Source: an optimization exercise on an open RTL-to-GDS flow (aim: small area, a short achievable clock period and few clock cycles). Production flows keep margins and buffers that such runs may drop. Only simulation tests tie the RTL to the original design; equivalence was not proved. Power and IR drop assume default switching activity.

## sha256_core
module sha256_core (
    input  wire         clk,
    input  wire         rst,         
    input  wire         start,
    input  wire [13:0]  len,         
    output wire         ready,
    input  wire         in_valid,
    input  wire [31:0]  in_data,
    output wire         in_ready,
    output reg          done,
    output wire [255:0] digest
);
    reg [1:0]  ph;           
    reg        run, fin;     
    reg [5:0]  kt;           
    reg        cur_first;    
    reg        cur_last;     
    reg        nf;           
    reg [31:0] a, b, c, d, e, f, g, p;
    reg [31:0] kq;           
    reg [31:0] w [0:15];
    reg [31:0] ra [0:3];     
    reg [31:0] re [0:3];     
    reg        busy;         
    reg        loading;      
    reg        pend;         
    reg        pend_first, pend_last;
    reg [13:0] mlen;
    reg [8:0]  blk, lastblk;
    reg        bfirst, blast;
    reg [12:0] hw_left;      
    reg        hw_nz, hw_one;
    reg [1:0]  rem;
    reg        p80;          
    reg [3:0]  j;            
    reg [3:0]  dsl;          
    reg [3:0]  sc;           
    integer i;
    reg [31:0] k1;
    always @(*) begin
        case (kt)
            6'd0:  k1 = 32'h71374491; 6'd1:  k1 = 32'hb5c0fbcf;
            6'd2:  k1 = 32'he9b5dba5; 6'd3:  k1 = 32'h3956c25b;
            6'd4:  k1 = 32'h59f111f1; 6'd5:  k1 = 32'h923f82a4;
            6'd6:  k1 = 32'hab1c5ed5; 6'd7:  k1 = 32'hd807aa98;
            6'd8:  k1 = 32'h12835b01; 6'd9:  k1 = 32'h243185be;
            6'd10: k1 = 32'h550c7dc3; 6'd11: k1 = 32'h72be5d74;
            6'd12: k1 = 32'h80deb1fe; 6'd13: k1 = 32'h9bdc06a7;
            6'd14: k1 = 32'hc19bf174; 6'd15: k1 = 32'he49b69c1;
            6'd16: k1 = 32'hefbe4786; 6'd17: k1 = 32'h0fc19dc6;
            6'd18: k1 = 32'h240ca1cc; 6'd19: k1 = 32'h2de92c6f;
            6'd20: k1 = 32'h4a7484aa; 6'd21: k1 = 32'h5cb0a9dc;
            6'd22: k1 = 32'h76f988da; 6'd23: k1 = 32'h983e5152;
            6'd24: k1 = 32'ha831c66d; 6'd25: k1 = 32'hb00327c8;
            6'd26: k1 = 32'hbf597fc7; 6'd27: k1 = 32'hc6e00bf3;
  ...
clock: 10.0 ns
lec_check: 0
cap_margin: 20
core_margin: 2
core_utilization: 60
slew_margin: 20
standard.sh (not shown) runs the stock make flow with config.mk's settings and CLKGATE_MAP_FILE= SYNTH_SCRIPT=/design/flow/synth_recipe.tcl, a recipe that flattens the netlist after the stock synthesis.
==> flow/flow/run.sh <==
#!/bin/bash
# Own flow: the standard layout (standard synthesis, floorplan, placement,
# CTS, routing) run through standard.sh, with three changes to how the layout
# is made: a tighter setup-repair target, single-drive port buffers, and CTS
# without dummy loads. The full make output goes to standard_flow.log; ORFS
# keeps each step's own log under orfs/logs/.
set -euo pipefail
SETUP_MARGIN=${SETUP_MARGIN:-5.5}
bash standard.sh \
  SETUP_SLACK_MARGIN=$SETUP_MARGIN \
  "BUFFER_PORTS_ARGS=-buffer_cell sky130_fd_sc_hd__buf_1" \
  "CTS_ARGS=-sink_clustering_enable -repair_clock_nets -dont_use_dummy_load" \
  finish > standard_flow.log 2>&1
Testbench counts at the start, summed over its fixed seeds: cycles 53,064.
Edit:
==> flow/run.sh (new file) <==
#!/bin/bash
# synth_recipe.tcl (not shown) runs the flow's synth.tcl, then flattens the netlist and writes it again
# the make line also repeats each setting of config.mk as NAME=value (left out here)
make -C /OpenROAD-flow-scripts/flow DESIGN_CONFIG=/design/flow/config.mk WORK_HOME=/design/flow/orfs CLKGATE_MAP_FILE= SYNTH_SCRIPT=/design/flow/synth_recipe.tcl finish
- CORE_UTILIZATION: 60 -> 55
- SETUP_SLACK_MARGIN: default -> 5
removed: flow/flow/run.sh
removed: flow/standard.sh
=> Worst hold slack improved by 0.025 ns; combinational power went down by 11%; power went up by 2.4%; global-route usage went down by 2.2 points; final cell count went up by 2.4%; cell area went up by about 3.8%; synthesized cell count stays the same; critical path depth went down by 2; sequential share of layout area went down by 1.8 points.

========
## lagoon
Another version of the RTL of sha256_core (not shown whole).
Size in the first run: about 4100 cells after synthesis, roughly 1100 flip-flops, ~45000 um2 of cells after synthesis.
export LEC_CHECK = 0
export CAP_MARGIN = 20
export CORE_MARGIN = 4
export CORE_UTILIZATION = 60
export SLEW_MARGIN = 20
create_clock -name core_clock -period 10.0 [get_ports {clk}]
==> flow/flow/run.sh <==
#!/bin/bash
# Own flow: the standard layout (standard synthesis, floorplan, placement,
# CTS, routing) run through standard.sh, with three changes to how the layout
# is made: a tighter setup-repair target, single-drive port buffers, and CTS
# with larger sink clusters and without dummy loads. The full make output goes
# to standard_flow.log; ORFS keeps each step's own log under orfs/logs/.
set -euo pipefail
SETUP_MARGIN=${SETUP_MARGIN:-5.3}
bash standard.sh \
  SETUP_SLACK_MARGIN=$SETUP_MARGIN \
  "BUFFER_PORTS_ARGS=-buffer_cell sky130_fd_sc_hd__buf_1" \
  "CTS_ARGS=-sink_clustering_enable -repair_clock_nets -dont_use_dummy_load -sink_clustering_size 20 -sink_clustering_max_diameter 80" \
  finish > standard_flow.log 2>&1
lagoon: PASS, flow complete, no timing, DRC or antenna violations
Testbench counts of lagoon, summed over its fixed seeds: cycles 53,064.
For quartz, these inputs were changed with respect to lagoon:
# lagoon
export LEC_CHECK = 0
export CAP_MARGIN = 20
export CORE_MARGIN = 4
export CORE_UTILIZATION = 60
export SLEW_MARGIN = 20
create_clock -name core_clock -period 10.0 [get_ports {clk}]
# quartz
export LEC_CHECK = 0
export CAP_MARGIN = 10
export CORE_MARGIN = 4
export CORE_UTILIZATION = 60
export SLEW_MARGIN = 10
create_clock -name core_clock -period 10.0 [get_ports {clk}]
--- a/flow/flow/run.sh
+++ b/flow/flow/run.sh
@@ -7,3 +7,3 @@
 set -euo pipefail
-SETUP_MARGIN=${SETUP_MARGIN:-5.3}
+SETUP_MARGIN=${SETUP_MARGIN:-5.5}
 bash standard.sh \
==> run summary <==
- quartz completed end to end with timing, DRC and antenna clean.
- Of quartz and lagoon, it is quartz that has the higher final total power.
- On quartz: part of the power in the clock network is 0.4 points lower than what lagoon gave.
- Of the two values seen for worst setup path startpoint, e[14]$_DFF_P_ was produced by quartz and e[31]$_DFF_P_ by lagoon.
- Global-route usage across lagoon and quartz: no real change.
- Of lagoon and quartz, quartz shows the higher combinational power, with lagoon below it.
- Any difference in global-route wire length before repair between quartz and lagoon is small enough to ignore.
- Compared with lagoon, in quartz met2 layer wire length in the routed design increased 0.41%; switching portion of total power held steady; sequential share of layout area decreased 0.27 points.
- Diff lagoon and quartz: via count lower in lagoon
- Non-clock buffer count | quartz above lagoon
- The final cell utilization of the core of quartz exceeds that of lagoon by 0.58 points.
What cedar does differently from quartz at the input level:
# quartz
export LEC_CHECK = 0
export CAP_MARGIN = 10
export CORE_MARGIN = 4
export CORE_UTILIZATION = 60
export SLEW_MARGIN = 10
create_clock -name core_clock -period 10.0 [get_ports {clk}]
# cedar
export LEC_CHECK = 0
export CAP_MARGIN = 20
export CORE_MARGIN = 4
export CORE_UTILIZATION = 60
export SLEW_MARGIN = 20
create_clock -name core_clock -period 10.0 [get_ports {clk}]
Notes after the runs:
- As far as area added between synthesis and finish is concerned, cedar and quartz perform about the same.
- Taking quartz as the reference, in cedar time the final worst path needs with I/O delays and setup held; number of cells in the finished layout apart from fillers held; layout sequential cell count held.
Relative to cedar, the following input files were edited for yarrow:
# cedar
export LEC_CHECK = 0
export CAP_MARGIN = 20
export CORE_MARGIN = 4
export CORE_UTILIZATION = 60
export SLEW_MARGIN = 20
create_clock -name core_clock -period 10.0 [get_ports {clk}]
# yarrow
export LEC_CHECK = 0
export CAP_MARGIN = 20
export CORE_MARGIN = 4
export CORE_UTILIZATION = 65
export PLACE_DENSITY = 0.68
export SLEW_MARGIN = 20
create_clock -name core_clock -period 10.0 [get_ports {clk}]
Results
Where worst setup slack is concerned, cedar is better than yarrow. Comparing cedar with yarrow, the maximum net fanout on the critical path came out essentially unchanged. Cell with the biggest individual delay on the critical path = sky130_fd_sc_hd__fa_1: cedar; cell with the biggest individual delay on the critical path = sky130_fd_sc_hd__fa_2: yarrow. [compare] base=cedar new=yarrow: final area shows an increase of 0.72%; register fraction of the total cell area shows a reduction of 0.32 points. Changes observed in yarrow relative to cedar: die outline area decreased 7.5%, number of global-route vias before repair increased about 5%, overall power after layout increased 4.1%, fraction of power consumed by the clock network decreased 0.8 points. The worst setup path endpoint comes out a[8]$_DFF_P_ in one run and a[31]$_DFF_P_ in the other, namely in yarrow and cedar respectively. Against cedar, yarrow reports a worst-case headroom to the max-slew limit that is lower. Compared with cedar, in yarrow count of clock buffers in the final design went down 1; routed wire length went up about 4%.
Inputs modified between yarrow and onyx:
# yarrow
export LEC_CHECK = 0
export CAP_MARGIN = 20
export CORE_MARGIN = 4
export CORE_UTILIZATION = 65
export PLACE_DENSITY = 0.68
export SLEW_MARGIN = 20
create_clock -name core_clock -period 10.0 [get_ports {clk}]
# onyx
export LEC_CHECK = 0
export CAP_MARGIN = 20
export CORE_MARGIN = 4
export CORE_UTILIZATION = 60
export SLEW_MARGIN = 20
create_clock -name core_clock -period 10.0 [get_ports {clk}]
--- a/flow/flow/run.sh
+++ b/flow/flow/run.sh
@@ -7,3 +7,3 @@
 set -euo pipefail
-SETUP_MARGIN=${SETUP_MARGIN:-5.5}
+SETUP_MARGIN=${SETUP_MARGIN:-6.0}
 bash standard.sh \
==> run summary <==
- Between yarrow and onyx, the flow reports die area increasing by a little under 10%.
- Final standard cell count with taps included and fillers excluded for onyx: about 2.6% up relative to yarrow
- Compared with yarrow, in onyx via count of the first global-routing pass went down 2.1%; final hold slack went up 0.0054 ns; delay contributed by the slowest stage of the critical path went down 0.04 ns; global-route wire length before repair went down 0.33%; cell count after placement went up about 0.8%.
- Summary of onyx over yarrow: worst slew margin relative to its limit has decreased; combinational power share +5.1 points.
- Compared with yarrow, in onyx inserted tap cell count now larger; sequential share of layout area fell by 2.0 points.
Inputs modified between onyx and violet:
--- a/flow/flow/run.sh
+++ b/flow/flow/run.sh
@@ -7,3 +7,3 @@
 set -euo pipefail
-SETUP_MARGIN=${SETUP_MARGIN:-6.0}
+SETUP_MARGIN=${SETUP_MARGIN:-5.5}
 bash standard.sh \
@@ -11,3 +11,3 @@
   "BUFFER_PORTS_ARGS=-buffer_cell sky130_fd_sc_hd__buf_1" \
-  "CTS_ARGS=-sink_clustering_enable -repair_clock_nets -dont_use_dummy_load -sink_clustering_size 20 -sink_clustering_max_diameter 80" \
+  "CTS_ARGS=-sink_clustering_enable -repair_clock_nets -dont_use_dummy_load -sink_clustering_size 14 -sink_clustering_max_diameter 60 -buf_list sky130_fd_sc_hd__clkbuf_8" \
   finish > standard_flow.log 2>&1
## What came out
- Of onyx and violet, the higher count of inserted antenna diode cells belongs to violet.
- Post-route fraction of the period consumed by the critical path across onyx and violet: no real change.
- Looking at critical path startpoint, the e[19]$_DFF_P_ result is from violet; the e[21]$_DFF_P_ one comes from onyx.
- Compared onyx against violet; time the worst path needs with I/O delays and setup within noise.
- [compare] base=onyx new=violet: fraction of layout cells with a size suffix above 1 has decreased; power share of the clock group has decreased; overall power has decreased.
- Compared with onyx, in violet total length of routed met3 wires now sits lower; setup slack roughly the same.
- Going from onyx to violet, via count shrinks by 863.
- Summary of violet over onyx: clock power down about 16%; later-pin clock latency in the skew report up 0.09 ns.

## afterwards: timing with drivers on the ports
Ports are ideal in the flow. The routed layouts listed here were re-timed in OpenROAD. Step 1, drivers: a clkbuf_16 drives clk and a buf_2 each remaining input, both assumed. Step 2 times the ports against the registers' clock, not the clock port: input delays grow and output delays shrink by t, the midpoint of the rising clock arrivals with the driver on. Three values: ideal, step 1, step 2; two values: the first two.
run | t, ns | setup slack, ns | worst setup path at the end | worst register clock-pin slew, ns
the first run of note 1 | 0.719 | 5.327 / 5.327 / 5.046 | input to register | 0.07 / 0.07
the second run of note 1 | 0.756 | 5.113 / 5.113 / 4.807 | input to register | 0.07 / 0.07
lagoon | 0.664 | 5.515 / 5.515 / 5.416 | input to register | 0.09 / 0.09
quartz | 0.665 | 5.579 / 5.579 / 5.416 | input to register | 0.09 / 0.09
cedar | 0.665 | 5.579 / 5.579 / 5.416 | input to register | 0.09 / 0.09
yarrow | 0.678 | 5.463 / 5.463 / 5.342 | input to register | 0.09 / 0.09
onyx | 0.669 | 5.605 / 5.605 / 5.451 | input to register | 0.09 / 0.09
violet | 0.754 | 5.606 / 5.606 / 5.403 | input to register | 0.10 / 0.10
After both steps setup and hold are still met in every run listed. The setup slack of the second run of note 1, which loses most, moves by 0.000 ns with the drivers and by -0.306 ns with both steps.
